Background: an optimization exercise with open tools, aiming at small area and a short achievable clock period. Do not read the settings as production practice.
RTL that was checked went through simulation tests only; none was proved equivalent to the original.
Function not checked in run 1: the RTL went through the layout flow alone.
No activity file was given, so power comes from the tool's default toggle rates.

==> flow/design.v (outline; a module is shown in full before it is edited, if it fits) <==
// module osc_bank: 198 lines
// module osc_mac_s: 738 lines
// module osc_mac_c: 786 lines
module osc_bank #(
    parameter N      = 16,
    parameter D      = 4,
    parameter ADDR_W = 5
) (
    input  wire              clk,
    input  wire              rst,            
    input  wire [ADDR_W-1:0] address,
    input  wire              select,         
    input  wire [3:0]        mask,
    input  wire [15:0]       data_in,
    input  wire              write_enable,
    input  wire              update,
    output reg  [15:0]       data_out,
    output wire              write_error,
    output wire              read_error
);
  // ...
==> flow/flow/run.sh <==
#!/bin/bash
# Standard layout, with the port buffers made from buf_4 cells instead of
# the flow's default pick (a slow delay buffer), and timing repair asked
# for more margin. Each tool's output goes to standard.log in this folder.
set -euo pipefail
export BUFFER_PORTS_ARGS="-buffer_cell sky130_fd_sc_hd__buf_4"
bash standard.sh > standard.log 2>&1
==> flow/standard.sh <==
#!/bin/bash
# synth_recipe.tcl (not shown) runs the flow's synth.tcl, then flattens the netlist and writes it again
# the make line also repeats each setting of config.mk as NAME=value (left out here)
make -C /OpenROAD-flow-scripts/flow DESIGN_CONFIG=/design/flow/config.mk WORK_HOME=/design/flow/orfs CLKGATE_MAP_FILE= SYNTH_SCRIPT=/design/flow/synth_recipe.tcl "${@:-finish}"
==> flow/config.mk <==
export PLATFORM = sky130hd
export DESIGN_NAME = osc_bank
export DESIGN_NICKNAME = osc_bank
export VERILOG_FILES = /design/flow/design.v
export SDC_FILE = /design/flow/constraint.sdc
export NUM_CORES = 4
export LEC_CHECK = 0
export CAP_MARGIN = 20
export CELL_PAD_IN_SITES_DETAIL_PLACEMENT = 1
export CELL_PAD_IN_SITES_GLOBAL_PLACEMENT = 2
export CORE_MARGIN = 2
export CORE_UTILIZATION = 55
export PLACE_DENSITY = 0.7
export SETUP_SLACK_MARGIN = 5
export SLEW_MARGIN = 20
==> flow/constraint.sdc <==
create_clock -name core_clock -period 13.0 [get_ports {clk}]
set_input_delay 2.6000 -clock core_clock [delete_from_list [all_inputs] [get_ports {clk}]]
set_output_delay 2.6000 -clock core_clock [all_outputs]
set_load 0.01 [all_outputs]
==> metrics.md, run 1 <==
| Metric | Value |
|---|---|
| Status | no timing/DRC/antenna violations |
| Final WL | 311 mm |
| Non-clock buffer share | 2.39% |
| Mean post-synth cell area | 11.9 µm² |
| Hold wc startpoint | p2_s[9] |
| Placed Cells | 7866 |
| EDFF count, synth | 1104 |
| Leading cell types in the layout, fill and taps excluded | edfxtp_1 (1104), inv_1 (467), a21oi_1 (460) |
| Fraction of area in multi-input gates | 37.8% |
| Hold Path End | p3_s[9] |
| CP cell instances | buf_4, nor2_1, nand2_2, o22ai_1, nor4_1, a21oi_1, buf_4 |
| Total Power | 28000 µW |
| Clock buffer depth | 3 |
| Dpl ws | 5470 ps |
| Seq/total area | 48.8% |
| Synth top area share | 44.5% |
| PwrDens | 339 nW/µm² |
| CTS clk-pin slew, worst paths | 60 ps |
| Slowest CP cell | nand2_2 |
| GR Util met2 | 66.2% |
| WL met3 | 43.8 mm |
| Logic pwr share | 56.8% |
| Die Width | 372 µm |
| Core footprint | 135000 µm² |
| All-layer global routing usage | 44.7% |
| End of the critical path | data_out[5] |
| Synth Cell Area | 74500 µm² |
| Setup TNS | 0 ps |
| P_leak | 0.0304 µW |
| ANT nets after route | 0 |
| Most frequent cells after synthesis | edfxtp_1 (1104), inv_1 (481), a21oi_1 (461), fa_1 (431), nand2_1 (396) |
| Initial antenna violation count | 16 |
| Top_reg_cell synth | edfxtp_1 |
| Mux cell area share after synthesis | 0.383% |
| Hpwl dp | 187 mm |
| Async SR Flop Fraction | 0% |
| Clock Tree Root | clkbuf_16 |
| Top-count cell post-synth | edfxtp_1 |
| Cts hold-fix bufs | 0 |
==> module osc_bank, before the edit <==
module osc_bank #(
    parameter N      = 16,
    parameter D      = 4,
    parameter ADDR_W = 5
) (
    input  wire              clk,
    input  wire              rst,            
    input  wire [ADDR_W-1:0] address,
    input  wire              select,         
    input  wire [3:0]        mask,
    input  wire [15:0]       data_in,
    input  wire              write_enable,
    input  wire              update,
    output reg  [15:0]       data_out,
    output wire              write_error,
    output wire              read_error
);
    localparam [1:0] W_RAMP = 2'b00, W_SQUARE = 2'b01, W_TRI = 2'b10, W_SINE = 2'b11;
    reg [15:0] inc_r   [0:15];
    reg [15:0] disp_r  [0:15];    
    reg        sq_r    [0:15];    
    reg [1:0]  wave_r  [0:15];
    reg        dir_r   [0:15];
    reg [15:0] sin_r   [0:15];
    reg [15:0] cos_r   [0:15];
    reg        zr_r    [0:15];    
    reg        zs_r    [0:15];
    reg [3:0]  pval_r  [0:15];
    reg [3:0]  pmask_r [0:15];
    reg [3:0] cursor;
    reg [15:0] q_inc, q_disp, q_sin, q_cos;
    reg [1:0]  q_wave;
    reg        q_dir;
    reg [3:0]  q_pv, q_pm;
    reg        p0_v, p1_v, p2_v, p3_v;
    reg [3:0]  p0_t, p1_t, p2_t, p3_t;
    reg [15:0] p0_sa, p0_sb, p0_ca, p0_cb;
    reg        p0_sc, p0_cc;
    reg [15:0] p1_s, p2_s, p3_s;
    wire addr_ok = ~address[4];
    wire wr_ok   = write_enable & addr_ok;
    wire wr_inc  = wr_ok & ~select;
    wire wr_wfdr = wr_ok & select;
    assign write_error = write_enable & ~addr_ok;
    assign read_error  = ~addr_ok;
    wire        busy   = (cursor != 4'd0);
    wire        svc    = busy | update;
    wire        s_tri  = (q_wave == W_TRI);
    wire [16:0] step   = s_tri ? {q_inc, 1'b0} : {1'b0, q_inc};
    wire [15:0] s_m    = q_disp ^ {16{q_dir}};
    wire [16:0] sum    = {1'b0, s_m} + step + {16'b0, q_dir};
    wire        ovf    = sum[16] ^ (q_dir & (q_disp == 16'h0000));
    wire        dir1   = q_dir ^ (ovf & s_tri);
    wire [15:0] ka     = s_m ^ step[15:0] ^ {16{~q_dir}};
    wire [15:0] kb     = (s_m & step[15:0]) | ({16{~q_dir}} & (s_m | step[15:0]));
    wire [15:0] sumd   = ka + {kb[14:0], 1'b0};
    wire        rr     = q_pm[0] & q_pv[0];
    wire [1:0]  wave2  = (q_wave & ~q_pm[3:2]) | (q_pv[3:2] & q_pm[3:2]);
    wire        dir2   = q_pm[1] ? q_pv[1] : dir1;
    wire [15:0] disp2  = rr ? 16'h0000 : (dir2 ? ~sumd : sum[15:0]);
    wire        sq2    = rr ? dir2 : (sum[15] ^ dir2);
    wire        issue  = svc & (q_wave == W_SINE) & ~rr;
    wire [15:0] ld_disp = rst ? 16'h0000 : disp2;
    wire        ld_sq   = ~rst & sq2;
    wire [1:0]  ld_wave = rst ? W_RAMP : wave2;
    wire        ld_dir  = ~rst & dir2;
    wire        ld_zs   = ~rst & dir2;
    wire [15:0] ld_inc  = rst ? 16'h0000 : data_in;
    wire [15:0] m_sa, m_sb, m_ca, m_cb;
    wire        m_sc, m_cc;
    osc_mac_s u_mac_s (.x(q_cos),  .y(q_inc), .a(q_sin), .ra(m_sa), .rb(m_sb), .rc(m_sc));
    osc_mac_c u_mac_c (.x(~q_sin), .y(q_inc), .a(q_cos), .ra(m_ca), .rb(m_cb), .rc(m_cc));
    wire [15:0] new_cos = p0_ca + p0_cb + {15'b0, p0_cc};
    wire [3:0] cn = cursor + 4'd1;
    wire [15:0] f_inc  = (wr_inc & (address[3:0] == cn)) ? data_in : inc_r[cn];
    wire [3:0]  f_pv   = (wr_wfdr & (address[3:0] == cn)) ? ((pval_r[cn] & ~mask) | (data_in[3:0] & mask)) : pval_r[cn];
    wire [3:0]  f_pm   = (wr_wfdr & (address[3:0] == cn)) ? (pmask_r[cn] | mask) : pmask_r[cn];
    wire [15:0] f_sin  = zr_r[cn] ? 16'h0000 : sin_r[cn];
    wire [15:0] f_cos  = zr_r[cn] ? {zs_r[cn], 15'h4000} : cos_r[cn];
    wire        hit0   = (address[3:0] == 4'd0);
    wire [15:0] g0_inc = (wr_inc & hit0) ? data_in : inc_r[0];
    wire [3:0]  g0_pv  = (wr_wfdr & hit0) ? ((pval_r[0] & ~mask) | (data_in[3:0] & mask)) : pval_r[0];
    wire [3:0]  g0_pm  = (wr_wfdr & hit0) ? (pmask_r[0] | mask) : pmask_r[0];
    wire [15:0] g0_sin = zr_r[0] ? 16'h0000 : sin_r[0];
    wire [15:0] g0_cos = zr_r[0] ? {zs_r[0], 15'h4000} : cos_r[0];
    wire        hit1   = (address[3:0] == 4'd1);
    wire [15:0] g1_inc = (wr_inc & hit1) ? data_in : inc_r[1];
    wire [3:0]  g1_pv  = (wr_wfdr & hit1) ? ((pval_r[1] & ~mask) | (data_in[3:0] & mask)) : pval_r[1];
    wire [3:0]  g1_pm  = (wr_wfdr & hit1) ? (pmask_r[1] | mask) : pmask_r[1];
    wire [15:0] g1_sin = zr_r[1] ? 16'h0000 : sin_r[1];
    wire [15:0] g1_cos = zr_r[1] ? {zs_r[1], 15'h4000} : cos_r[1];
    genvar x;
    generate
        for (x = 0; x < 16; x = x + 1) begin : g_osc
            wire serviced = (cursor == x) & ((x != 0) | update);
            wire wb_here  = p3_v & (p3_t == x);
            wire wc_here  = p0_v & (p0_t == x);
            wire wr_here  = address[3:0] == x;
            always @(posedge clk) begin
                if (rst | serviced) begin
                    disp_r[x] <= ld_disp;
                    sq_r[x]   <= ld_sq;
                    wave_r[x] <= ld_wave;
                    dir_r[x]  <= ld_dir;
                end
                if (rst | (serviced & rr)) begin
                    zr_r[x] <= 1'b1;
                    zs_r[x] <= ld_zs;
                end else if (wb_here) begin
                    zr_r[x] <= 1'b0;
                end
                if (wb_here)
                    sin_r[x] <= p3_s;
                if (wc_here)
                    cos_r[x] <= new_cos;
                if (rst | (wr_inc & wr_here))
                    inc_r[x] <= ld_inc;
                if (rst) begin
                    pval_r[x]  <= 4'b0000;
                    pmask_r[x] <= 4'b0000;
                end else if (wr_wfdr & wr_here) begin
                    pval_r[x]  <= (pval_r[x] & ~mask) | (data_in[3:0] & mask);
                    pmask_r[x] <= (serviced ? 4'b0000 : pmask_r[x]) | mask;
                end else if (serviced) begin
                    pmask_r[x] <= 4'b0000;
                end
            end
        end
    endgenerate
    always @(posedge clk) begin
        if (rst) begin
            q_inc  <= 16'h0000;
            q_disp <= 16'h0000;
            q_wave <= W_RAMP;
            q_dir  <= 1'b0;
            q_pv   <= 4'b0000;
            q_pm   <= 4'b0000;
            q_sin  <= 16'h0000;
            q_cos  <= 16'h4000;
        end else if (busy) begin
            q_inc  <= f_inc;
            q_disp <= disp_r[cn];
            q_wave <= wave_r[cn];
            q_dir  <= dir_r[cn];
            q_pv   <= f_pv;
            q_pm   <= f_pm;
            q_sin  <= f_sin;
            q_cos  <= f_cos;
        end else if (update) begin
            q_inc  <= g1_inc;
            q_disp <= disp_r[1];
            q_wave <= wave_r[1];
            q_dir  <= dir_r[1];
            q_pv   <= g1_pv;
            q_pm   <= g1_pm;
            q_sin  <= g1_sin;
            q_cos  <= g1_cos;
        end else begin
            q_inc  <= g0_inc;
            q_disp <= disp_r[0];
            q_wave <= wave_r[0];
            q_dir  <= dir_r[0];
            q_pv   <= g0_pv;
            q_pm   <= g0_pm;
            q_sin  <= g0_sin;
            q_cos  <= g0_cos;
        end
    end
    always @(posedge clk) begin
        p0_v <= ~rst & issue;
        p1_v <= ~rst & p0_v;
        p2_v <= ~rst & p1_v;
        p3_v <= ~rst & p2_v;
        p0_t  <= cursor;
        p0_sa <= m_sa; p0_sb <= m_sb; p0_sc <= m_sc;
        p0_ca <= m_ca; p0_cb <= m_cb; p0_cc <= m_cc;
        p1_t <= p0_t;  p1_s <= p0_sa + p0_sb + {15'b0, p0_sc};
        p2_t <= p1_t;  p2_s <= p1_s;
        p3_t <= p2_t;  p3_s <= p2_s;
    end
    always @(posedge clk) begin
        if (rst)
            cursor <= 4'd0;
        else if (svc)
            cursor <= cn;
    end
    wire [15:0] o_word [0:15];
    generate
        for (x = 0; x < 16; x = x + 1) begin : g_out
            wire show_sin  = (wave_r[x] == W_SINE) & ~zr_r[x];
            wire show_ramp = ~wave_r[x][0];
            wire show_sq   = (wave_r[x] == W_SQUARE) & sq_r[x];
            assign o_word[x] = ({16{show_sin}} & sin_r[x]) | ({16{show_ramp}} & disp_r[x]) |
                               {show_sq, 15'b0};
        end
    endgenerate
    always @(*) data_out = o_word[address[3:0]];
endmodule
==> run 2, diff against run 1 <==
--- a/flow/design.v
+++ b/flow/design.v
@@ -27,75 +27,77 @@
     reg        zs_r    [0:15];
     reg [3:0]  pval_r  [0:15];
     reg [3:0]  pmask_r [0:15];
-    reg [3:0] cursor;
-    reg [15:0] q_inc, q_disp, q_sin, q_cos;
-    reg [1:0]  q_wave;
-    reg        q_dir;
-    reg [3:0]  q_pv, q_pm;
+    reg [15:0] cur;    
     reg        p0_v, p1_v, p2_v, p3_v;
     reg [3:0]  p0_t, p1_t, p2_t, p3_t;
-    reg [15:0] p0_sa, p0_sb, p0_ca, p0_cb;
-    reg        p0_sc, p0_cc;
-    reg [15:0] p1_s, p2_s, p3_s;
-    wire addr_ok = ~address[4];
-    wire wr_ok   = write_enable & addr_ok;
-    wire wr_inc  = wr_ok & ~select;
-    wire wr_wfdr = wr_ok & select;
-    assign write_error = write_enable & ~addr_ok;
-    assign read_error  = ~addr_ok;
-    wire        busy   = (cursor != 4'd0);
+    reg [15:0] p0_inc, p0_sin, p0_cos;
+    reg [15:0] p1_sa, p1_sb, p1_ca, p1_cb;
+    reg        p1_sc, p1_cc;
+    reg [15:0] p2_s, p3_s;
+    wire        busy   = ~cur[0];
+    wire [3:0]  cursor = {|(cur & 16'hFF00), |(cur & 16'hF0F0), |(cur & 16'hCCCC), |(cur & 16'hAAAA)};
     wire        svc    = busy | update;
-    wire        s_tri  = (q_wave == W_TRI);
-    wire [16:0] step   = s_tri ? {q_inc, 1'b0} : {1'b0, q_inc};
-    wire [15:0] s_m    = q_disp ^ {16{q_dir}};
-    wire [16:0] sum    = {1'b0, s_m} + step + {16'b0, q_dir};
-    wire        ovf    = sum[16] ^ (q_dir & (q_disp == 16'h0000));
-    wire        dir1   = q_dir ^ (ovf & s_tri);
-    wire [15:0] ka     = s_m ^ step[15:0] ^ {16{~q_dir}};
-    wire [15:0] kb     = (s_m & step[15:0]) | ({16{~q_dir}} & (s_m | step[15:0]));
+    reg  [15:0] s_inc, s_disp, s_sinr, s_cosr;
+    reg  [1:0]  s_wave;
+    reg         s_dir, s_zr, s_zs;
+    reg  [3:0]  s_pv, s_pm;
+    integer i;
+    always @(*) begin
+        s_inc = 16'h0000; s_disp = 16'h0000; s_sinr = 16'h0000; s_cosr = 16'h0000;
+        s_wave = 2'b00; s_dir = 1'b0; s_zr = 1'b0; s_zs = 1'b0; s_pv = 4'b0000; s_pm = 4'b0000;
+        for (i = 0; i < 16; i = i + 1) begin
+            s_inc  = s_inc  | ({16{cur[i]}} & inc_r[i]);
+            s_disp = s_disp | ({16{cur[i]}} & disp_r[i]);
+            s_sinr = s_sinr | ({16{cur[i]}} & sin_r[i]);
+            s_cosr = s_cosr | ({16{cur[i]}} & cos_r[i]);
+            s_wave = s_wave | ({2{cur[i]}} & wave_r[i]);
+            s_dir  = s_dir  | (cur[i] & dir_r[i]);
+            s_zr   = s_zr   | (cur[i] & zr_r[i]);
+            s_zs   = s_zs   | (cur[i] & zs_r[i]);
+            s_pv   = s_pv   | ({4{cur[i]}} & pval_r[i]);
+            s_pm   = s_pm   | ({4{cur[i]}} & pmask_r[i]);
+        end
+    end
+    wire [15:0] s_sin  = s_zr ? 16'h0000 : s_sinr;
+    wire [15:0] s_cos  = s_zr ? {s_zs, 15'h4000} : s_cosr;
+    wire        s_tri  = (s_wave == W_TRI);
+    wire [16:0] step   = s_tri ? {s_inc, 1'b0} : {1'b0, s_inc};
+    wire [15:0] s_m    = s_disp ^ {16{s_dir}};
+    wire [16:0] sum    = {1'b0, s_m} + step + {16'b0, s_dir};
+    wire        ovf    = sum[16] ^ (s_dir & (s_disp == 16'h0000));
+    wire        dir1   = s_dir ^ (ovf & s_tri);
+    wire [15:0] ka     = s_m ^ step[15:0] ^ {16{~s_dir}};
+    wire [15:0] kb     = (s_m & step[15:0]) | ({16{~s_dir}} & (s_m | step[15:0]));
     wire [15:0] sumd   = ka + {kb[14:0], 1'b0};
-    wire        rr     = q_pm[0] & q_pv[0];
-    wire [1:0]  wave2  = (q_wave & ~q_pm[3:2]) | (q_pv[3:2] & q_pm[3:2]);
-    wire        dir2   = q_pm[1] ? q_pv[1] : dir1;
+    wire        rr     = s_pm[0] & s_pv[0];
+    wire [1:0]  wave2  = (s_wave & ~s_pm[3:2]) | (s_pv[3:2] & s_pm[3:2]);
+    wire        dir2   = s_pm[1] ? s_pv[1] : dir1;
     wire [15:0] disp2  = rr ? 16'h0000 : (dir2 ? ~sumd : sum[15:0]);
     wire        sq2    = rr ? dir2 : (sum[15] ^ dir2);
-    wire        issue  = svc & (q_wave == W_SINE) & ~rr;
+    wire        issue  = svc & (s_wave == W_SINE) & ~rr;
     wire [15:0] ld_disp = rst ? 16'h0000 : disp2;
     wire        ld_sq   = ~rst & sq2;
     wire [1:0]  ld_wave = rst ? W_RAMP : wave2;
     wire        ld_dir  = ~rst & dir2;
     wire        ld_zs   = ~rst & dir2;
-    wire [15:0] ld_inc  = rst ? 16'h0000 : data_in;
     wire [15:0] m_sa, m_sb, m_ca, m_cb;
     wire        m_sc, m_cc;
-    osc_mac_s u_mac_s (.x(q_cos),  .y(q_inc), .a(q_sin), .ra(m_sa), .rb(m_sb), .rc(m_sc));
-    osc_mac_c u_mac_c (.x(~q_sin), .y(q_inc), .a(q_cos), .ra(m_ca), .rb(m_cb), .rc(m_cc));
-    wire [15:0] new_cos = p0_ca + p0_cb + {15'b0, p0_cc};
-    wire [3:0] cn = cursor + 4'd1;
-    wire [15:0] f_inc  = (wr_inc & (address[3:0] == cn)) ? data_in : inc_r[cn];
-    wire [3:0]  f_pv   = (wr_wfdr & (address[3:0] == cn)) ? ((pval_r[cn] & ~mask) | (data_in[3:0] & mask)) : pval_r[cn];
-    wire [3:0]  f_pm   = (wr_wfdr & (address[3:0] == cn)) ? (pmask_r[cn] | mask) : pmask_r[cn];
-    wire [15:0] f_sin  = zr_r[cn] ? 16'h0000 : sin_r[cn];
-    wire [15:0] f_cos  = zr_r[cn] ? {zs_r[cn], 15'h4000} : cos_r[cn];
-    wire        hit0   = (address[3:0] == 4'd0);
-    wire [15:0] g0_inc = (wr_inc & hit0) ? data_in : inc_r[0];
-    wire [3:0]  g0_pv  = (wr_wfdr & hit0) ? ((pval_r[0] & ~mask) | (data_in[3:0] & mask)) : pval_r[0];
-    wire [3:0]  g0_pm  = (wr_wfdr & hit0) ? (pmask_r[0] | mask) : pmask_r[0];
-    wire [15:0] g0_sin = zr_r[0] ? 16'h0000 : sin_r[0];
-    wire [15:0] g0_cos = zr_r[0] ? {zs_r[0], 15'h4000} : cos_r[0];
-    wire        hit1   = (address[3:0] == 4'd1);
-    wire [15:0] g1_inc = (wr_inc & hit1) ? data_in : inc_r[1];
-    wire [3:0]  g1_pv  = (wr_wfdr & hit1) ? ((pval_r[1] & ~mask) | (data_in[3:0] & mask)) : pval_r[1];
-    wire [3:0]  g1_pm  = (wr_wfdr & hit1) ? (pmask_r[1] | mask) : pmask_r[1];
-    wire [15:0] g1_sin = zr_r[1] ? 16'h0000 : sin_r[1];
-    wire [15:0] g1_cos = zr_r[1] ? {zs_r[1], 15'h4000} : cos_r[1];
+    osc_mac_s u_mac_s (.x(p0_cos),  .y(p0_inc), .a(p0_sin), .ra(m_sa), .rb(m_sb), .rc(m_sc));
+    osc_mac_c u_mac_c (.x(~p0_sin), .y(p0_inc), .a(p0_cos), .ra(m_ca), .rb(m_cb), .rc(m_cc));
+    wire [15:0] new_sin = p1_sa + p1_sb + {15'b0, p1_sc};
+    wire [15:0] new_cos = p1_ca + p1_cb + {15'b0, p1_cc};
+    wire addr_ok = ~address[4];
+    wire wr_ok   = write_enable & addr_ok;
+    assign write_error = write_enable & ~addr_ok;
+    assign read_error  = ~addr_ok;
+    wire [15:0] ld_inc = rst ? 16'h0000 : data_in;
     genvar x;
     generate
         for (x = 0; x < 16; x = x + 1) begin : g_osc
-            wire serviced = (cursor == x) & ((x != 0) | update);
+            wire serviced = cur[x] & ((x != 0) | update);
             wire wb_here  = p3_v & (p3_t == x);
-            wire wc_here  = p0_v & (p0_t == x);
-            wire wr_here  = address[3:0] == x;
+            wire wc_here  = p1_v & (p1_t == x);
+            wire wr_here  = wr_ok & (address[3:0] == x);
             always @(posedge clk) begin
                 if (rst | serviced) begin
                     disp_r[x] <= ld_disp;
@@ -113,12 +115,12 @@
                     sin_r[x] <= p3_s;
                 if (wc_here)
                     cos_r[x] <= new_cos;
-                if (rst | (wr_inc & wr_here))
+                if (rst | (wr_here & ~select))
                     inc_r[x] <= ld_inc;
                 if (rst) begin
                     pval_r[x]  <= 4'b0000;
                     pmask_r[x] <= 4'b0000;
-                end else if (wr_wfdr & wr_here) begin
+                end else if (wr_here & select) begin
                     pval_r[x]  <= (pval_r[x] & ~mask) | (data_in[3:0] & mask);
                     pmask_r[x] <= (serviced ? 4'b0000 : pmask_r[x]) | mask;
                 end else if (serviced) begin
@@ -128,61 +130,25 @@
         end
     endgenerate
     always @(posedge clk) begin
-        if (rst) begin
-            q_inc  <= 16'h0000;
-            q_disp <= 16'h0000;
-            q_wave <= W_RAMP;
-            q_dir  <= 1'b0;
-            q_pv   <= 4'b0000;
-            q_pm   <= 4'b0000;
-            q_sin  <= 16'h0000;
-            q_cos  <= 16'h4000;
-        end else if (busy) begin
-            q_inc  <= f_inc;
-            q_disp <= disp_r[cn];
-            q_wave <= wave_r[cn];
-            q_dir  <= dir_r[cn];
-            q_pv   <= f_pv;
-            q_pm   <= f_pm;
-            q_sin  <= f_sin;
-            q_cos  <= f_cos;
-        end else if (update) begin
-            q_inc  <= g1_inc;
-            q_disp <= disp_r[1];
-            q_wave <= wave_r[1];
-            q_dir  <= dir_r[1];
-            q_pv   <= g1_pv;
-            q_pm   <= g1_pm;
-            q_sin  <= g1_sin;
-            q_cos  <= g1_cos;
-        end else begin
-            q_inc  <= g0_inc;
-            q_disp <= disp_r[0];
-            q_wave <= wave_r[0];
-            q_dir  <= dir_r[0];
-            q_pv   <= g0_pv;
-            q_pm   <= g0_pm;
-            q_sin  <= g0_sin;
-            q_cos  <= g0_cos;
-        end
-    end
-    always @(posedge clk) begin
         p0_v <= ~rst & issue;
         p1_v <= ~rst & p0_v;
         p2_v <= ~rst & p1_v;
         p3_v <= ~rst & p2_v;
-        p0_t  <= cursor;
-        p0_sa <= m_sa; p0_sb <= m_sb; p0_sc <= m_sc;
-        p0_ca <= m_ca; p0_cb <= m_cb; p0_cc <= m_cc;
-        p1_t <= p0_t;  p1_s <= p0_sa + p0_sb + {15'b0, p0_sc};
-        p2_t <= p1_t;  p2_s <= p1_s;
+        p0_t   <= cursor;
+        p0_inc <= s_inc;
+        p0_sin <= s_sin;
+        p0_cos <= s_cos;
+        p1_t <= p0_t;
+        p1_sa <= m_sa; p1_sb <= m_sb; p1_sc <= m_sc;
+        p1_ca <= m_ca; p1_cb <= m_cb; p1_cc <= m_cc;
+        p2_t <= p1_t;  p2_s <= new_sin;
         p3_t <= p2_t;  p3_s <= p2_s;
     end
     always @(posedge clk) begin
         if (rst)
-            cursor <= 4'd0;
+            cur <= 16'h0001;
         else if (svc)
-            cursor <= cn;
+            cur <= {cur[14:0], cur[15]};
     end
     wire [15:0] o_word [0:15];
     generate
==> flow/run.sh (new file) <==
#!/bin/bash
# synth_recipe.tcl (not shown) runs the flow's synth.tcl, then flattens the netlist and writes it again
# the make line also repeats each setting of config.mk as NAME=value (left out here)
make -C /OpenROAD-flow-scripts/flow DESIGN_CONFIG=/design/flow/config.mk WORK_HOME=/design/flow/orfs CLKGATE_MAP_FILE= SYNTH_SCRIPT=/design/flow/synth_recipe.tcl finish
removed: flow/flow/run.sh
removed: flow/standard.sh
==> run 2 against run 1 <==
Net effect:
- sequential power is 5.3% lower
- sequential share of layout area is 0.72 points higher
- sequential cell count is 31 lower
- critical endpoint is now data_out[12]
- largest power group unchanged
- highest routed layer unchanged
- first-iteration DRC count shrank 17%
- core utilization rose by 0.63 points
==> metrics.md, run 2 <==
| Metric | Value |
|---|---|
| Status | no timing/DRC/antenna violations |
| Register area share after synthesis | 55.0% |
| Max Clock Freq | 125 MHz |
| Synth top area share | 46.0% (+1.5 points) |
| Setup Viol. Count Final | 0 |
| Sequential Power Share | 37.7% |
| Grt ovf | 0 |
| Vias/cell | 7.01 |
| DR iter-0 viols | 8024 |
| Later-pin clock latency in the skew report | 850 ps |
| Reg2reg path depth | 19 |
| Wire per inst | 37.5 µm |
| Most frequent cells after synthesis | edfxtp_1 (1104), inv_1 (465), fa_1 (431), nor2b_1 (390), a21oi_1 (368) |
| Initial core utilization | 55.5% |
| Syn Nets | 6454 |
| PwrDens | 238 nW/µm² (-30%) |
| Final hold vios | 0 |
| Worst vdd ir | 201 µV |
| Clock power frac | 23.4% |
| P_leak | 0.0298 µW (-2.2%) |
| Post-synth cell types | 70 |
| Hold slack | 329 ps |
| CP cell instances | dlygate4sd2_1, nor2b_4, nand3_1, buf_4, o22ai_1, nor4_1, a21oi_1, clkdlybuf4s50_1 |
| Yosys reg bits | 1430 |
| Commonest non-fill, non-tap cell in the layout | edfxtp_1 |
| Max Slew Vio Count | 0 |
| Int Pwr | 11900 µW |
| CTS clk-pin slew, worst paths | 60 ps (about the same) |
| Skew final | 57.9 ps |
| Synth Cell Area | 72100 µm² (-3.2%) |
| Startpoint Class | input port |
| Core footprint | 130000 µm² (-3.8%) |
| Hpwl dp | 172 mm (-7.7%) |
| Top-count cell post-synth | edfxtp_1 |
| Slowest CP cell | clkdlybuf4s50_1 |
| Setup TNS | 0 ps (unchanged) |
| H-tree depth | 4 |
| Slowest stage delay, CP | 660 ps |
| Critical path buffers and inverters | 3 |
| Slew of the pin with the lowest slew margin | 1280 ps |
| Post-layout min period | 8030 ps |
| Height of the die | 366 µm |
| Cts hold-fix bufs | 0 (unchanged) |
| CTS tree | done |
| Worst Path Max Fanout | 17 |
| Total CTS buffers | 147 |
| DR pass1 iterations | 6 |
| Share of layout cells above drive strength 1 | 9.37% |
| Die Width | 366 µm (-1.6%) |
| Area Overhead vs Synth | 11.3% |
| Post-synth top area cell | edfxtp_1 |
| Register area | 39700 µm² |
| Worst hold path type | reg2reg |
| IO Port Bufs | 47 |
| Routability cong. | 0.952 |
| CP Capture Type | primary output |
| CP delay by family, top | buffers and inverters |
| Hold path cells | 0 |
| WP data arrival | 5430 ps |
| Largest net degree at the start of global routing | 74 |
| Slew Limit Headroom | 14.5% |
| EDFF count, synth | 1104 (unchanged) |
| RSZ-0062 raised after global routing | no |
| Syn Inst Count | 5871 |
| # rows | 132 |
| Via count | 54400 |
| CTS sink cnt | 1430 |
| Ranking of synthesized cells by area | edfxtp_1 (46%), fa_1 (12%), dfxtp_1 (9.1%) |
| Clock buffer depth | 3 (unchanged) |
| Logic pwr share | 39.0% (-18 points) |
| Fill cells | 12700 |
| Die ar. | 134000 µm² |
| Area of the multi-input gates | 29500 µm² |
| Stages on the worst setup path | 8 |
| Clock Tree Root | clkbuf_16 |
| Leading cell types in the layout, fill and taps excluded | edfxtp_1 (1104), inv_1 (451), fa_1 (431) |
| Mean post-synth cell area | 12.3 µm² (+3.0%) |
| Ys Warns | 12 |
| Async SR Flop Fraction | 0% (unchanged) |
| Initial antenna violation count | 13 (-3) |
| Global-route wire length before repair | 413 mm |
| WS Path Type | in2out |
| I/O Pins | 48 |
| ANT nets after route | 0 (unchanged) |
| Worst endpoint required time | 10400 ps |
| All-layer global routing usage | 43.3% (-1.4 points) |
| Final WL | 291 mm (-6.5%) |
| Net load switching power | 7190 µW |
| Top_reg_cell synth | edfxtp_1 |
| Nets | 6470 |
| Final Cycle Share | 61.8% |
| Total Power | 19100 µW (-32%) |
| Vias in the first global route | 56900 |
| Number of max-cap violations | 0 |
| Switching share of total power | 37.7% |
| Drt drc | 0 |
[run 2: changes by cell type after synthesis, moves of 40 or more]
cell / delta
a21oi_1: -93
a221oi_1: +127
a222oi_1: -73
a22o_1: +140
a22oi_1: -165
buf_2: -58
nand2_1: -82
nand3_1: -40
[run 2: kinds of logic (layout without fill, tap and decap cells)]
kind of cell	Yosys count	in the layout	synth area share, %
xor+xnor	89	89	1.08
simple gates	1522	1522	11.1
buf+inv	850	989	4.60
fa+ha+maj	553	553	14.1
mux	27	27	0.404
other cells	0	9	0
compound gates	1400	1400	13.7
flops	1430	1430	55.0
[run 2: worst register-to-register path, delay by kind of cell (launching register included)]
kind / cells / cell delay (ps)
AOI/OAI and AO/OA: 4 / 840
xor gates and xnor gates: 1 / 120
adders and majority gates: 1 / 480
buffers and inverters: 3 / 1520
DFF: 1 / 710
muxes: 3 / 1500
and+or+nand+nor: 7 / 2100
[run 2: cell type report]
type / count / area share, %
inverters: 468 / 2.19
clock buffers: 199 / 5.03
repair buffers: 249 / 2.53
well taps: 1742 / 2.71
clock inverters: 73 / 1.29
flip-flops and latches: 1430 / 49.5
multi-input cells: 3591 / 36.7
diodes: 9 / 0.0281
[run 2: final timing paths]
path	endpoint	start	slack, ps
setup / recovery	data_out[12]	address[3]	4970
hold / removal	p3_s[8]	p2_s[8]	330
setup reg to reg	disp_r[15][3]	cur[0]	5340
hold reg to reg	p3_s[8]	p2_s[8]	330
[run 2: power by group through the flow]
stage	clock network [µW]	registers, µW	logic [µW]
5_1_grt	4620	7230	8310
2_1_floorplan	0	6980	4670
3_3_place_gp	0	7180	6980
6_report	4460	7190	7440
4_1_cts	4450	7150	7410
3_5_place_dp	0	7230	7290
[run 2: metrics by stage]
stage | worst slack, ps | util [%] | cell area, µm² | instances
after global routing | 5010 | 61.8 | 80300 | 7756
after CTS | 5090 | 61.8 | 80200 | 7750
after detailed placement | 3740 | 57.8 | 75000 | 7476
after floorplan | 6250 | - | 72100 | 5871
after global placement | 3850 | 57.8 | 75000 | 7476
final | 4970 | 61.8 | 80300 | 7761
[run 2: timing repair]
action / 4_1_cts / 5_1_grt
resized for setup: 31 / 3
setup endpoints to repair: 16 / 22
setup buffers: 2 / 0
[run 2: metal layers]
layer / wire length, µm / up-vias / GRT usage [%] / share of wire (%)
li1: - / 21200 / - / -
met1: 104000 / 27700 / 54.4 / 36
met2: 131000 / 4279 / 67.3 / 45
met3: 35100 / 1248 / 12.3 / 12
met4: 20500 / 6 / 25.0 / 7.1
met5: 46 / - / 0 / 0.016
==> run 3, diff against run 2 <==
==> flow/flow/run.sh (new file) <==
#!/bin/bash
# Standard layout (the standard.sh, standard synthesis), with two
# changes: the port buffers are buf_4 cells instead of the flow's default
# pick (a slow delay buffer), and timing repair aims for 6 ns of setup
# slack. All tool output goes to standard.log in this folder.
set -euo pipefail
export BUFFER_PORTS_ARGS="-buffer_cell sky130_fd_sc_hd__buf_4"
export SETUP_SLACK_MARGIN=6
bash standard.sh > standard.log 2>&1
==> flow/standard.sh (new file) <==
#!/bin/bash
# synth_recipe.tcl (not shown) runs the flow's synth.tcl, then flattens the netlist and writes it again
# the make line also repeats each setting of config.mk as NAME=value (left out here)
make -C /OpenROAD-flow-scripts/flow DESIGN_CONFIG=/design/flow/config.mk WORK_HOME=/design/flow/orfs CLKGATE_MAP_FILE= SYNTH_SCRIPT=/design/flow/synth_recipe.tcl "${@:-finish}"
--- a/flow/config.mk
+++ b/flow/config.mk
@@ -10,6 +10,6 @@
 export CELL_PAD_IN_SITES_GLOBAL_PLACEMENT = 2
 export CORE_MARGIN = 2
 export CORE_UTILIZATION = 55
+export CTS_BUF_LIST = sky130_fd_sc_hd__clkbuf_8
 export PLACE_DENSITY = 0.7
-export SETUP_SLACK_MARGIN = 5
 export SLEW_MARGIN = 20
removed: flow/run.sh
==> run 3 against run 2 <==
Net effect:
- still clean
- wire length hardly changed
- synthesized cell count stayed put
- non-clock buffer count is 2 higher
- critical path type unchanged
- critical endpoint is now data_out[0]
- largest cell class unchanged
- highest routed layer unchanged
==> metrics.md, run 3 <==
| Metric | Value |
|---|---|
| Syn Nets | 6454 (unchanged) |
| Initial antenna violation count | 15 (+2) |
| Height of the die | 366 µm (unchanged) |
| FF-to-FF End | disp_r[6][8] |
| DR pass1 iterations | 6 (unchanged) |
| Most frequent cells after synthesis | edfxtp_1 (1104), inv_1 (465), fa_1 (431), nor2b_1 (390), a21oi_1 (368) |
| Mux cell area share after synthesis | 0.404% (unchanged) |
| Vias in the first global route | 57300 (+0.57%) |
| Drt drc | 0 (unchanged) |
| Later-pin clock latency in the skew report | 1050 ps (+200 ps) |
| Startpoint Class | input port |
| CTS clk-pin slew, worst paths | 60 ps (about the same) |
| Grt ovf | 0 (unchanged) |
| Commonest non-fill, non-tap cell in the layout | edfxtp_1 |
| Cts hold-fix bufs | 0 (unchanged) |
| ANT nets after route | 0 (unchanged) |
| Nets | 6552 (+1.3%) |
| Hold Path End | p3_t[1] |
| Synth top area share | 46.0% (unchanged) |
| Core footprint | 130000 µm² (unchanged) |
| Ranking of synthesized cells by area | edfxtp_1 (46%), fa_1 (12%), dfxtp_1 (9.1%) |
| Hold wc startpoint | p2_t[1] |
| Largest family of logic cells by synthesized area | adder cells |
| Hold path cells | 0 (unchanged) |
| Post-layout min period | 7090 ps (-937 ps) |
| Vias/cell | 6.90 (-1.6%) |
| Number of max-cap violations | 0 (unchanged) |
| R2R setup slack | 6030 ps (+690 ps) |
| Final WL | 291 mm (about the same) |
| H-tree depth | 4 (unchanged) |
| Adder-cell share of the synthesized area | 14.1% (unchanged) |
| Synth Cell Area | 72100 µm² (unchanged) |
| Register area share after synthesis | 55.0% (unchanged) |
| Synth Area in XOR/XNOR | 1.08% (unchanged) |
| Post-synth cell types | 70 (unchanged) |
| Slew of the pin with the lowest slew margin | 1250 ps (-31.7 ps) |
| Worst vdd ir | 273 µV (+36%) |
| Setup Viol. Count Final | 0 (unchanged) |
| Final hold vios | 0 (unchanged) |
| Hpwl dp | 175 mm (+1.8%) |
| Async SR Flop Fraction | 0% (unchanged) |
| Post-Synth Simple-Gate Area | 11.1% (unchanged) |
| All-layer global routing usage | 43.2% (-0.067 points) |
| I/O Pins | 48 (unchanged) |
| Yosys reg bits | 1430 (unchanged) |
| Die ar. | 134000 µm² (unchanged) |
| Top-count cell post-synth | edfxtp_1 |
| Top_reg_cell synth | edfxtp_1 |
| WP data arrival | 4490 ps (-940 ps) |
| Area Overhead vs Synth | 11.2% |
| Worst hold path type | reg2reg |
| Cell area after layout | 80100 µm² (-0.17%) |
| Post-synthesis compound-gate area fraction | 13.7% (unchanged) |
| Largest net degree at the start of global routing | 74 (unchanged) |
| Max Clock Freq | 141 MHz (+13%) |
| Leading cell types in the layout, fill and taps excluded | edfxtp_1 (1104), inv_1 (530), fa_1 (431) |
| P_leak | 0.0302 µW (+1.3%) |
| Die Width | 366 µm (unchanged) |
| CTS sink cnt | 1430 (unchanged) |
| Clock Tree Root | clkbuf_8 |
| IO Port Bufs | 47 (unchanged) |
| Initial core utilization | 55.5% (unchanged) |
| Setup TNS | 0 ps (unchanged) |
| Clock buffer depth | 3 (unchanged) |
| Share of layout cells above drive strength 1 | 11.5% (+2.2 points) |
| Final Cycle Share | 54.6% (-7.2 points) |
| Worst r2r src | cur[7] |
| Placed instance area | 74800 µm² (-0.27%) |
| PwrDens | 236 nW/µm² (-0.70%) |
| # rows | 132 (unchanged) |
| Mean post-synth cell area | 12.3 µm² (unchanged) |
| Reg2reg path depth | 21 (+2) |
| Post-synth top area cell | edfxtp_1 |
| WS Path Type | in2out |
| Dpl ws | 4820 ps (+1080 ps) |
| CTS tree | done |
| Slew Limit Headroom | 16.6% (+2.1 points) |
| Setup ws final | 5910 ps (+937 ps) |
| Skew final | 87.2 ps (+29.3 ps) |
| Via count | 54600 (+0.33%) |
| EDFF count, synth | 1104 (unchanged) |
| Max Slew Vio Count | 0 (unchanged) |
| Global-route wire length before repair | 412 mm (-0.23%) |
| Wire per inst | 36.8 µm (-1.9%) |
| Syn Inst Count | 5871 (unchanged) |
| Status | no timing/DRC/antenna violations |
| Worst endpoint required time | 10400 ps (about the same) |
| RSZ-0062 raised after global routing | yes |
| DR iter-0 viols | 7576 (-5.6%) |
| Total CTS buffers | 227 (+54%) |
| Routability cong. | 0.954 (+0.18%) |
| Worst Path Max Fanout | 17 (unchanged) |
| CP Capture Type | primary output |
| Ys Warns | 12 (unchanged) |
[run 3: cells by family after synthesis]
family	after synthesis
muxes	27
DFF	1430
adders and majority gates	553
buffers and inverters	850
xor gates and xnor gates	89
AOI/OAI and AO/OA	1400
and+or+nand+nor	1522
[run 3: critical path, stage by stage]
cell     delay (ps)
buf_4           170
nor2_4          340
nand2_4         260
buf_6           270
o21ai_0         100
nor4_1           90
a21oi_2         410
buf_4           220
[run 3: layer usage]
metal	up-vias	share of wire, %	GRT usage, %
li1	21400	-	-
met1	27800	36	54.6
met2	4223	45	67.0
met3	1128	12	11.7
met4	4	7.2	25.6
met5	-	0.011	0
[run 3: how the worst max path moves through the flow]
| stage | to | startpoint | cells after the start | slack (ps) |
|---|---|---|---|---|
| after floorplan | data_out[4] | address[0] | 8 | 6250 |
| after global placement | data_out[15] | address[2] | 9 | 4890 |
| after detailed placement | data_out[15] | address[2] | 9 | 4820 |
| after CTS | data_out[15] | address[2] | 10 | 5910 |
| after global routing | data_out[15] | address[0] | 10 | 5950 |
| final | data_out[0] | address[3] | 8 | 5910 |
[run 3: layout make-up]
class / instances / area, µm²
fill: 12800 / 49700
antenna: 7 / 17.5
inverter: 468 / 1760
clock inverter: 173 / 1280
timing repair buffer: 251 / 2060
sequential: 1430 / 39700
clock buffer: 252 / 3470
tap: 1742 / 2180
multi-input combinational: 3591 / 29600
[run 3: what timing repair did]
item | 4_1_cts | 5_1_grt
endpoints found under the setup margin | 192 | 225
resized for setup | 47 | 19
buffers inserted | 4 | 11
pin swaps | 3 | 2
hold endpoints to repair | 0 | 0
[run 3: power breakdown]
group	internal [µW]	switching (µW)	leakage (µW)	total, µW
combinational	2810	4870	0.0143	7680
sequential	6660	534	0.0132	7190
clock	2060	1990	0.00271	4040
[run 3: per-stage QoR]
step	total power, µW	instances	hold WS (ps)	util, %
4_1_cts	18700	7891	313	61.4
5_1_grt	19900	7912	304	61.7
3_3_place_gp	14300	7461	312	57.6
3_5_place_dp	14600	7462	313	57.6
2_1_floorplan	11700	5871	310	-
6_report	18900	7914	309	61.7
==> run 4, diff against run 3 <==
--- a/flow/design.v
+++ b/flow/design.v
@@ -97,6 +97,7 @@
             wire serviced = cur[x] & ((x != 0) | update);
             wire wb_here  = p3_v & (p3_t == x);
             wire wc_here  = p1_v & (p1_t == x);
+            integer b;
             wire wr_here  = wr_ok & (address[3:0] == x);
             always @(posedge clk) begin
                 if (rst | serviced) begin
@@ -117,11 +118,12 @@
                     cos_r[x] <= new_cos;
                 if (rst | (wr_here & ~select))
                     inc_r[x] <= ld_inc;
+                for (b = 0; b < 4; b = b + 1)
+                    if (wr_here & select & mask[b])
+                        pval_r[x][b] <= data_in[b];
                 if (rst) begin
-                    pval_r[x]  <= 4'b0000;
                     pmask_r[x] <= 4'b0000;
                 end else if (wr_here & select) begin
-                    pval_r[x]  <= (pval_r[x] & ~mask) | (data_in[3:0] & mask);
                     pmask_r[x] <= (serviced ? 4'b0000 : pmask_r[x]) | mask;
                 end else if (serviced) begin
                     pmask_r[x] <= 4'b0000;
==> run 4 against run 3 <==
Net effect:
- via count is 2.1% lower
- synthesized cell count down 3.5%
- non-clock buffer count rose by 8
- still clean on timing, DRC and antenna
- cell count is 2.0% lower
- sequential share of layout area grew 1.1 points
- critical path type unchanged
==> metrics.md, run 4 <==
| Metric | Value |
|---|---|
| Net load switching power | 7110 µW (-3.8%) |
| Vias/cell | 6.89 (about the same) |
| Global-route wire length before repair | 406 mm (-1.4%) |
| Ys Warns | 12 (unchanged) |
| Die ar. | 134000 µm² (-0.30%) |
| Area Overhead vs Synth | 10.8% |
| Largest net degree at the start of global routing | 75 (+1.4%) |
| Post-Route Utilization | 61.4% (-0.32 points) |
| WS Path Type | in2out |
| Synth Cell Area | 71900 µm² (-0.30%) |
| DR iter-0 viols | 7674 (+1.3%) |
| Worst hold path type | reg2reg |
| RSZ-0062 raised after global routing | no |
| H-tree depth | 4 (unchanged) |
| CTS tree | done |
| Final hold vios | 0 (unchanged) |
| Core footprint | 130000 µm² (-0.13%) |
| Top_reg_cell synth | edfxtp_1 |
| DR pass1 iterations | 6 (unchanged) |
| I/O Pins | 48 (unchanged) |
| CP Capture Type | primary output |
| EDFF count, synth | 1168 (+5.8%) |
| Worst endpoint required time | 10400 ps (about the same) |
| Ranking of synthesized cells by area | edfxtp_1 (49%), fa_1 (12%), dfxtp_1 (7.3%) |
| WP data arrival | 4430 ps (-60 ps) |
| Post-synth top area cell | edfxtp_1 |
| Int Pwr | 11100 µW (-3.9%) |
| Initial core utilization | 55.5% (-0.094 points) |
| Dpl ws | 5310 ps (+481 ps) |
| Routability cong. | 0.967 (+1.3%) |
| Final Cycle Share | 54.1% (-0.45 points) |
| Skew final | 86.9 ps (-0.268 ps) |
| Reg2reg path depth | 21 (unchanged) |
| CTS sink cnt | 1430 (unchanged) |
| Via count | 53500 (-2.1%) |
| IO Port Bufs | 47 (unchanged) |
| Height of the die | 366 µm (-0.15%) |
| Worst r2r src | cur[1] |
| Setup ws final | 5970 ps (+58.9 ps) |
| Final WL | 289 mm (-0.67%) |
| CTS clk-pin slew, worst paths | 70 ps (about the same) |
| Setup TNS | 0 ps (unchanged) |
| Total CTS buffers | 223 (-1.8%) |
| Post-layout min period | 7030 ps (-58.9 ps) |
| Hpwl dp | 177 mm (+0.82%) |
| Worst Path Max Fanout | 18 (+1) |
| P_leak | 0.0300 µW (-0.50%) |
| Max Slew Vio Count | 0 (unchanged) |
| Startpoint Class | input port |
| Leading cell types in the layout, fill and taps excluded | edfxtp_1 (1168), inv_1 (524), fa_1 (431) |
| # rows | 132 (unchanged) |
| Synth top area share | 48.8% (+2.8 points) |
| All-layer global routing usage | 43.6% (+0.36 points) |
| Cts hold-fix bufs | 0 (unchanged) |
| Drt drc | 0 (unchanged) |
| Hold path cells | 0 (unchanged) |
| Grt ovf | 0 (unchanged) |
| Post-synth cell types | 75 (+7.1%) |
| Clock Tree Root | clkbuf_8 |
| Die Width | 366 µm (-0.15%) |
| Clock buffer depth | 3 (unchanged) |
| Share of layout cells above drive strength 1 | 11.4% (-0.14 points) |
| Slew Limit Headroom | 18.1% (+1.5 points) |
| Worst vdd ir | 233 µV (-15%) |
| Register area share after synthesis | 56.1% (+1.1 points) |
| Syn Nets | 6249 (-3.2%) |
| Mean post-synth cell area | 12.7 µm² (+3.3%) |
| Nets | 6389 (-2.5%) |
| FF-to-FF End | disp_r[4][3] |
| Status | no timing/DRC/antenna violations |
| Number of max-cap violations | 0 (unchanged) |
| CP startpoint | address[1] |
| Slew of the pin with the lowest slew margin | 1230 ps (-22.7 ps) |
| Logic pwr share | 40.1% (-0.5 points) |
| R2R setup slack | 6260 ps (+230 ps) |
| Max Clock Freq | 142 MHz (+0.84%) |
| Syn Inst Count | 5666 (-3.5%) |
| ANT nets after route | 0 (unchanged) |
| Commonest non-fill, non-tap cell in the layout | edfxtp_1 |
| Initial antenna violation count | 18 (+3) |
| PwrDens | 228 nW/µm² (-3.3%) |
| End of the critical path | data_out[1] |
| Clock power frac | 20.8% (-0.6 points) |
| Wire per inst | 37.3 µm (+1.3%) |
| Vias in the first global route | 55800 (-2.6%) |
| Switching share of total power | 39.1% (about the same) |
| Async SR Flop Fraction | 0% (unchanged) |
| Sequential Power Share | 39.1% (+1.1 points) |
| Later-pin clock latency in the skew report | 1050 ps (about the same) |
| Setup Viol. Count Final | 0 (unchanged) |
| Most frequent cells after synthesis | edfxtp_1 (1168), inv_1 (464), fa_1 (431), nor2b_1 (390), a21oi_1 (301) |
| Top-count cell post-synth | edfxtp_1 |
| Yosys reg bits | 1430 (unchanged) |
run 4: critical path, stage by stage:
cell and delay (ps):
buf_4 160, nor2b_4 270, nand2_1 90, buf_4 280, o22ai_1 240, nor4_1 90, a21oi_2 450, buf_4 220
run 4: cell type report:
class	count	area [µm²]
Multi-Input combinational cell	3424	28800
Clock buffer	238	3280
Sequential cell	1430	40400
Tap cell	1742	2180
Clock inverter	186	1130
Antenna cell	10	25.0
Timing Repair Buffer	259	2120
Inverter	468	1760
Fill cell	12800	50000
run 4: power groups by stage:
stage / logic (µW) / clock network [µW] / registers (µW)
after global routing: 8040 / 3960 / 7150
after floorplan: 4510 / 0 / 6900
final: 7290 / 3780 / 7110
after detailed placement: 7050 / 0 / 7170
after global placement: 6770 / 0 / 7120
after CTS: 7170 / 3780 / 7080
run 4: stage by stage:
step,instances,cell area [µm²],power (µW),hold slack (ps)
finish,7757,79600,18200,324
global route,7754,79600,19200,335
CTS,7740,79300,18000,324
detailed placement,7313,74900,14200,313
global placement,7313,74800,13900,310
floorplan,5666,71900,11400,310
run 4: logic make-up after synthesis:
logic type | share of synthesized area (%)
buffers and inverters | 4.44
adders and majority gates | 14.1
xor gates and xnor gates | 1.04
AOI/OAI and AO/OA | 13.4
and+or+nand+nor | 10.6
muxes | 0.265
DFF | 56.1
run 4: what timing repair did:
action / in CTS / in global routing
setup buffers: 3 / 3
pin swaps: 2 / 1
endpoints found under the hold margin: 0 / 0
gates resized for setup: 14 / 18
setup endpoints to repair: 235 / 145
run 4: how the worst min path moves through the flow:
| stage | from | to | slack (ps) |
|---|---|---|---|
| CTS | p0_t[1] | p1_t[1] | 320 |
| detailed placement | p2_t[2] | p3_t[2] | 310 |
| finish | p0_t[1] | p1_t[1] | 320 |
| floorplan | p0_t[0] | p1_t[0] | 310 |
| global placement | p0_t[2] | p1_t[2] | 310 |
| global route | p2_s[12] | p3_s[12] | 340 |
run 4: metal layers:
layer,wire length (µm),vias to the layer above,share of wire (%),track usage [%]
li1,-,20900,-,-
met1,104000,27300,36,55.4
met2,130000,4217,45,67.3
met3,35200,1118,12,12.2
met4,19600,8,6.8,24.9
met5,134,-,0.046,0.581
==> run 5, diff against run 4 <==
==> flow/flow/run.sh (replaced) <==
#!/bin/bash
# Standard layout (the standard.sh, standard synthesis), with two
# changes: the port buffers are buf_4 cells instead of the flow's default
# pick (a slow delay buffer), and timing repair aims for 7 ns of setup
# slack. All tool output goes to standard.log in this folder.
set -euo pipefail
export BUFFER_PORTS_ARGS="-buffer_cell sky130_fd_sc_hd__buf_4"
export SETUP_SLACK_MARGIN=7
bash standard.sh > standard.log 2>&1
==> run 5 against run 4 <==
Net effect:
- design area rose by 3.2%
- critical path type unchanged
- critical path depth did not move
- sequential share of layout area fell by 1.6 points
- first-iteration DRC count rose by 17%
==> metrics.md, run 5 <==
| Metric | Value |
|---|---|
| Status | no timing/DRC/antenna violations |
| Largest family of logic cells by synthesized area | adder cells |
| Synth Cell Area | 71900 µm² (unchanged) |
| Logic pwr share | 41.2% (+1.1 points) |
| Clock power frac | 20.4% (-0.4 points) |
| Core footprint | 130000 µm² (unchanged) |
| Height of the die | 366 µm (unchanged) |
| Via count | 55600 (+4.0%) |
| Die ar. | 134000 µm² (unchanged) |
| Setup Viol. Count Final | 0 (unchanged) |
| All-layer global routing usage | 45.6% (+2.0 points) |
| Slowest stage delay, CP | 450 ps (about the same) |
| Leading cell types in the layout, fill and taps excluded | edfxtp_1 (1168), inv_1 (541), fa_1 (431) |
| Ys Warns | 12 (unchanged) |
| Commonest non-fill, non-tap cell in the layout | edfxtp_1 |
| Share of layout cells above drive strength 1 | 14.6% (+3.2 points) |
| RSZ-0062 raised after global routing | yes |
| Hold slack | 326 ps (+1.77 ps) |
| Syn Inst Count | 5666 (unchanged) |
| Adder-cell share of the synthesized area | 14.1% (unchanged) |
| Clock Tree Root | clkbuf_8 |
| Slew Limit Headroom | 12.5% (-5.7 points) |
| Die Width | 366 µm (unchanged) |
| Worst endpoint required time | 10400 ps (about the same) |
| Worst vdd ir | 199 µV (-15%) |
| Skew final | 78.6 ps (-8.35 ps) |
| PwrDens | 226 nW/µm² (-0.89%) |
| Fill cells | 12500 (-1.8%) |
| Placed Cells | 7278 (-0.48%) |
| Post-Synth Simple-Gate Area | 10.6% (unchanged) |
| Post-synth top area cell | edfxtp_1 |
| Drt drc | 0 (unchanged) |
| WP data arrival | 4360 ps (-70 ps) |
| Post-synth cell types | 75 (unchanged) |
| Vias in the first global route | 56700 (+1.7%) |
| Largest net degree at the start of global routing | 65 (-13%) |
| Setup TNS | 0 ps (unchanged) |
| Worst Path Max Fanout | 7 (-11) |
| Initial antenna violation count | 17 (-1) |
| Net load switching power | 7310 µW (+2.9%) |
| Post-synthesis compound-gate area fraction | 13.4% (unchanged) |
| Total CTS buffers | 221 (-0.90%) |
| DR iter-0 viols | 8990 (+17%) |
| WS Path Type | in2out |
| Hpwl dp | 181 mm (+2.3%) |
| Initial core utilization | 55.5% (unchanged) |
| Number of max-cap violations | 0 (unchanged) |
| CTS tree | done |
| CP cell instances | buf_12, nor2b_4, buf_6, nand3_4, o22ai_2, nor4_1, a21oi_2, buf_4 |
| Max Slew Vio Count | 0 (unchanged) |
| Vias/cell | 7.10 (+3.0%) |
| Async SR Flop Fraction | 0% (unchanged) |
| Critical path buffers and inverters | 3 (unchanged) |
| Syn Nets | 6249 (unchanged) |
| DR pass1 iterations | 13 (+7) |
| Global-route wire length before repair | 424 mm (+4.3%) |
| Max Clock Freq | 144 MHz (+1.0%) |
| P_leak | 0.0310 µW (+3.2%) |
| # rows | 132 (unchanged) |
| Mux cell area share after synthesis | 0.265% (unchanged) |
| CP delay by family, top | compound AO/OA/AOI/OAI gates |
| Synth Area in XOR/XNOR | 1.04% (unchanged) |
| CTS sink cnt | 1430 (unchanged) |
| Post-layout min period | 6960 ps (-71.6 ps) |
| Startpoint Class | input port |
| Mean post-synth cell area | 12.7 µm² (unchanged) |
| Later-pin clock latency in the skew report | 980 ps (-70 ps) |
| Grt ovf | 0 (unchanged) |
| Ranking of synthesized cells by area | edfxtp_1 (49%), fa_1 (12%), dfxtp_1 (7.3%) |
| Worst hold path type | reg2reg |
| Routability cong. | 0.962 (-0.52%) |
| Final Cycle Share | 53.6% (-0.55 points) |
| Slew of the pin with the lowest slew margin | 1310 ps (+84.7 ps) |
| Yosys reg bits | 1430 (unchanged) |
| Int Pwr | 11300 µW (+1.9%) |
| Nets | 6472 (+1.3%) |
| Total Power | 18600 µW (+2.3%) |
| Wire per inst | 39.1 µm (+4.8%) |
| Final hold vios | 0 (unchanged) |
| Switching share of total power | 39.3% (+0.22 points) |
| I/O Pins | 48 (unchanged) |
| Area Overhead vs Synth | 14.3% |
| Final WL | 306 mm (+5.9%) |
| H-tree depth | 4 (unchanged) |
| Most frequent cells after synthesis | edfxtp_1 (1168), inv_1 (464), fa_1 (431), nor2b_1 (390), a21oi_1 (301) |
| Clock buffer depth | 3 (unchanged) |
| CP Capture Type | primary output |
| Slowest CP cell | a21oi_2 |
| Sequential Power Share | 38.4% (-0.7 points) |
| CTS clk-pin slew, worst paths | 70 ps (about the same) |
| Register area share after synthesis | 56.1% (unchanged) |
| IO Port Bufs | 47 (unchanged) |
| Top_reg_cell synth | edfxtp_1 |
| ANT nets after route | 0 (unchanged) |
| Top-count cell post-synth | edfxtp_1 |
| Synth top area share | 48.8% (unchanged) |
| EDFF count, synth | 1168 (unchanged) |
| Fin cells | 7832 (+0.97%) |
run 5: what timing repair did:
action / 4_1_cts / 5_1_grt
setup buffers: 78 / 39
cloned: 6 / 3
pin swaps: 56 / 42
hold buffers: 0 / 0
setup endpoints to repair: 304 / 304
resized for setup: 159 / 101
run 5: cell type report:
cell class / count / area (µm²) / share of cell area (%)
sequential: 1430 / 40400 / 49.1
multi-input combinational: 3428 / 29800 / 36.3
timing repair buffer: 340 / 3600 / 4.38
clock buffer: 244 / 3360 / 4.09
tap: 1742 / 2180 / 2.65
inverter: 468 / 1760 / 2.14
clock inverter: 167 / 1030 / 1.26
antenna: 13 / 32.5 / 0.0396
run 5: metal layers:
layer / track usage [%] / share of wire, % / vias to the layer above
met4: 27.1 / 7.0 / 10
met3: 16.2 / 14 / 1438
met1: 57.6 / 35 / 28100
met5: 0.363 / 0.036 / -
li1: - / - / 21000
met2: 67.7 / 44 / 4976
run 5: worst register-to-register path, delay by kind of cell (launching register included):
family | cells | cell delay (ps)
AOI/OAI and AO/OA | 6 | 1630
xor gates and xnor gates | 3 | 1270
adders and majority gates | 2 | 770
buffers and inverters | 2 | 370
DFF | 1 | 490
and+or+nand+nor | 3 | 1070
run 5: stage by stage:
stage          utilization, %  worst slack [ps]  cell area, µm²
2_1_floorplan               -              6650           72400
3_3_place_gp             57.7              5530           74800
3_5_place_dp             57.7              5360           74800
4_1_cts                  62.5              6270           81000
5_1_grt                  63.4              6120           82200
6_report                 63.4              6040           82200
run 5: final timing paths:
kind | cells past startpoint | startpoint | to | slack [ps]
setup / recovery | 8 | address[2] | data_out[12] | 6040
hold / removal | 0 | p2_t[2] | p3_t[2] | 330
setup reg to reg | 16 | cur[4] | disp_r[14][10] | 7060
hold reg to reg | 0 | p2_t[2] | p3_t[2] | 330
run 5: kinds of logic (layout without fill, tap and decap cells):
| family | count (synthesis) | after routing |
|---|---|---|
| other | 0 | 13 |
| flip-flops | 1430 | 1430 |
| AO/OA/AOI/OAI | 1355 | 1355 |
| buffers and inverters | 812 | 1219 |
| adder cells (fa/ha/maj) | 553 | 553 |
| multiplexers | 19 | 19 |
| AND/OR/NAND/NOR | 1412 | 1416 |
| XOR/XNOR | 85 | 85 |
run 5: power by group through the flow:
stage	Combinational, µW	Clock, µW	Sequential [µW]
CTS	7390	3770	7090
floorplan	4520	0	6900
global placement	6810	0	7150
finish	7660	3790	7140
detailed placement	7060	0	7190
global route	8360	3980	7170
==> run 6, diff against run 5 <==
==> flow/flow/run.sh (replaced) <==
#!/bin/bash
# Standard layout (the standard.sh, standard synthesis), with these
# changes: the port buffers are buf_4 cells instead of the flow's default
# pick (a slow delay buffer), timing repair aims for 6 ns of setup slack,
# and clock tree synthesis uses clkbuf_8 buffers without dummy loads.
# All tool output goes to standard.log in this folder.
set -euo pipefail
export BUFFER_PORTS_ARGS="-buffer_cell sky130_fd_sc_hd__buf_4"
export SETUP_SLACK_MARGIN=6
export CTS_ARGS="-sink_clustering_enable -repair_clock_nets -buf_list sky130_fd_sc_hd__clkbuf_8 -dont_use_dummy_load"
bash standard.sh > standard.log 2>&1
==> run 6 against run 5 <==
Net effect:
- register-to-register slack worse by 770 ps
- still clean
- area after synthesis is the same
- sequential power is essentially flat
- cell count shrank 3.6%
- sequential share of layout area grew 2.5 points
- core utilization decreased by 3.0 points
- global-route usage fell by 2.4 points
- first-iteration DRC count decreased by 17%
- via count is 4.8% lower
- combinational power is 5.4% lower
==> metrics.md, run 6 <==
| Metric | Value |
|---|---|
| Status | no timing/DRC/antenna violations |
| Total Power | 17500 µW (-6.0%) |
| DR iter-0 viols | 7431 (-17%) |
| Later-pin clock latency in the skew report | 1030 ps (+50 ps) |
| Initial antenna violation count | 16 (-1) |
| Synth top area share | 48.8% (unchanged) |
| Synth Cell Area | 71900 µm² (unchanged) |
| RSZ-0062 raised after global routing | no |
| PwrDens | 223 nW/µm² (-1.3%) |
| Worst endpoint required time | 10400 ps (about the same) |
| Area Overhead vs Synth | 8.88% |
| Clock Tree Root | clkbuf_8 |
| Hpwl dp | 177 mm (-2.3%) |
| Routability cong. | 0.967 (+0.52%) |
| Hold path cells | 0 (unchanged) |
| Post-synth top area cell | edfxtp_1 |
| Post-synth cell types | 75 (unchanged) |
| Ranking of synthesized cells by area | edfxtp_1 (49%), fa_1 (12%), dfxtp_1 (7.3%) |
| Final hold vios | 0 (unchanged) |
| CP startpoint | address[2] |
| Hold wc startpoint | p0_t[1] |
| IO Port Bufs | 47 (unchanged) |
| I/O Pins | 48 (unchanged) |
| CTS clk-pin slew, worst paths | 60 ps (about the same) |
| All-layer global routing usage | 43.2% (-2.4 points) |
| Worst r2r src | cur[1] |
| Critical path buffers and inverters | 3 (unchanged) |
| Max Clock Freq | 142 MHz (-0.99%) |
| Skew final | 143 ps (+64.4 ps) |
| Async SR Flop Fraction | 0% (unchanged) |
| Cts hold-fix bufs | 0 (unchanged) |
| Setup TNS | 0 ps (unchanged) |
| Syn Inst Count | 5666 (unchanged) |
| Hold Path End | p1_t[1] |
| Startpoint Class | input port |
| Via count | 53000 (-4.8%) |
| Hold slack | 315 ps (-11.4 ps) |
| # rows | 132 (unchanged) |
| Post-synthesis compound-gate area fraction | 13.4% (unchanged) |
| Synth Area in XOR/XNOR | 1.04% (unchanged) |
| Final Cycle Share | 54.1% (+0.54 points) |
| Nets | 6388 (-1.3%) |
| Initial core utilization | 55.5% (unchanged) |
| Die ar. | 134000 µm² (unchanged) |
| CP Capture Type | primary output |
| WP data arrival | 4430 ps (+70 ps) |
| Post-Route Utilization | 60.4% (-3.0 points) |
| Slew Limit Headroom | 18.1% (+5.6 points) |
| P_leak | 0.0291 µW (-6.1%) |
| CTS tree | done |
| Vias/cell | 7.01 (-1.3%) |
| Reg2reg path depth | 21 (+5) |
| Placed instance area | 74900 µm² (about the same) |
| Top-count cell post-synth | edfxtp_1 |
| Final WL | 287 mm (-6.3%) |
| CP delay by family, top | compound AO/OA/AOI/OAI gates |
| EDFF count, synth | 1168 (unchanged) |
| Height of the die | 366 µm (unchanged) |
| Share of layout cells above drive strength 1 | 10.6% (-4.0 points) |
| Mean post-synth cell area | 12.7 µm² (unchanged) |
| Mux cell area share after synthesis | 0.265% (unchanged) |
| Yosys reg bits | 1430 (unchanged) |
| Slowest stage delay, CP | 430 ps (-20 ps) |
| FF-to-FF End | disp_r[10][3] |
| Grt ovf | 0 (unchanged) |
| Worst vdd ir | 231 µV (+16%) |
| CTS sink cnt | 1430 (unchanged) |
| CP cell instances | buf_4, nor2b_4, nand2_1, buf_4, o22ai_1, nor4_1, a21oi_2, buf_4 |
| Vias in the first global route | 55100 (-2.9%) |
| Largest net degree at the start of global routing | 75 (+15%) |
| Drt drc | 0 (unchanged) |
| Setup Viol. Count Final | 0 (unchanged) |
| Slew of the pin with the lowest slew margin | 1230 ps (-83.9 ps) |
| Die Width | 366 µm (unchanged) |
| Ys Warns | 12 (unchanged) |
| H-tree depth | 4 (unchanged) |
| Most frequent CP cell | buf_4 |
| WS Path Type | in2out |
| Number of max-cap violations | 0 (unchanged) |
| DR pass1 iterations | 6 (-7) |
| Total CTS buffers | 223 (+0.90%) |
| Max Slew Vio Count | 0 (unchanged) |
| Commonest non-fill, non-tap cell in the layout | edfxtp_1 |
| Clock buffer depth | 3 (unchanged) |
| Post-layout min period | 7030 ps (+69.8 ps) |
| Leading cell types in the layout, fill and taps excluded | edfxtp_1 (1168), inv_1 (451), fa_1 (431) |
| Slowest CP cell | a21oi_2 |
| Register area share after synthesis | 56.1% (unchanged) |
| Wire per inst | 38.0 µm (-2.8%) |
| Core footprint | 130000 µm² (unchanged) |
| Most frequent cells after synthesis | edfxtp_1 (1168), inv_1 (464), fa_1 (431), nor2b_1 (390), a21oi_1 (301) |
| Global-route wire length before repair | 403 mm (-5.0%) |
| Post-Synth Simple-Gate Area | 10.6% (unchanged) |
| Top_reg_cell synth | edfxtp_1 |
| Worst hold path type | reg2reg |
| ANT nets after route | 0 (unchanged) |
| Adder-cell share of the synthesized area | 14.1% (unchanged) |
| Cell area after layout | 78300 µm² (-4.8%) |
| R2R setup slack | 6290 ps (-770 ps) |
| Worst Path Max Fanout | 17 (+10) |
| Largest family of logic cells by synthesized area | adder cells |
| Syn Nets | 6249 (unchanged) |
[run 6: cell counts after synthesis]
Identical to the previous run, type by type.
[run 6: final cells by class]
class,count,area (µm²)
Fill cell,12700,51400
Sequential cell,1430,40400
Multi-Input combinational cell,3424,28800
Clock buffer,223,3070
Tap cell,1742,2180
Timing Repair Buffer,258,2070
Inverter,468,1760
Antenna cell,8,20.0
[run 6: report_power, final]
group	internal, µW	total, µW	switching (µW)
clock	1500	3130	1640
combinational	2680	7250	4560
sequential	6580	7110	527
[run 6: cell families after synthesis]
group | count (synthesis)
simple gates | 1412
mux | 19
xor+xnor | 85
flops | 1430
buf+inv | 812
compound gates | 1355
fa+ha+maj | 553
[run 6: how the worst max path moves through the flow]
stage,endpoint,slack [ps],cells after the start
3_5_place_dp,disp_r[14][15],5310,18
5_1_grt,data_out[9],5990,8
3_3_place_gp,disp_r[14][15],5550,18
2_1_floorplan,data_out[2],6260,8
6_report,data_out[1],5970,8
4_1_cts,data_out[13],6010,8
[run 6: what timing repair did]
item / 4_1_cts / 5_1_grt
setup buffers: 3 / 3
pin swaps: 2 / 1
resized for setup: 13 / 20
endpoints found under the setup margin: 235 / 124
[run 6: routing by layer]
metal	up-vias	share of wire, %	wire length, µm	track usage (%)
li1	20700	-	-	-
met1	27100	36	103000	54.8
met2	4087	45	129000	66.5
met3	1101	12	35300	13.1
met4	10	6.7	19200	24.1
met5	-	0.040	115	0.399
[run 6: stage by stage]
stage               std cells  setup WS (ps)
floorplan                5666           6260
CTS                      7539           6010
global route             7551           5990
detailed placement       7313           5310
global placement         7313           5550
finish                   7553           5970

-- afterwards: timing with drivers on the ports --
In the flow no input, the clock included, has a driving cell. The finished layouts below were timed again as built, in two steps.
Step 1 (the two cells are an assumption about what drives the block):
set clk [get_ports {clk}]
set_driving_cell -lib_cell sky130_fd_sc_hd__clkbuf_16 $clk
set_driving_cell -lib_cell sky130_fd_sc_hd__buf_2 [delete_from_list [all_inputs] $clk]
Step 2 times the ports against the registers' clock, not the clock port: input delays grow and output delays shrink by t, the midpoint of the rising clock arrivals with the driver on.
Slacks: ideal / step 1 / step 2; pairs: ideal / step 1.
run	shift t [ns]	slack for setup (ns)	hold WS [ns]	latest minus earliest clock arrival (ns)	worst register clock-pin slew, ns
run 1	0.903	5.071 / 5.025 / 5.025	0.312 / 0.312 / 0.312	0.044 / 0.043	0.07 / 0.07
run 2	0.907	4.970 / 4.817 / 4.817	0.329 / 0.329 / 0.329	0.058 / 0.058	0.08 / 0.08
run 3	1.101	5.907 / 5.778 / 5.778	0.309 / 0.309 / 0.309	0.090 / 0.090	0.08 / 0.08
run 4	1.089	5.966 / 5.855 / 5.855	0.324 / 0.324 / 0.324	0.090 / 0.089	0.08 / 0.08
run 5	1.029	6.037 / 5.933 / 5.933	0.326 / 0.326 / 0.326	0.084 / 0.084	0.08 / 0.08
run 6	1.025	5.968 / 5.849 / 5.849	0.315 / 0.315 / 0.315	0.152 / 0.152	0.07 / 0.07
After both steps every run listed still meets setup and hold. The setup slack of run 2, which loses most, moves by -0.153 ns with the drivers and by -0.153 ns with both steps.
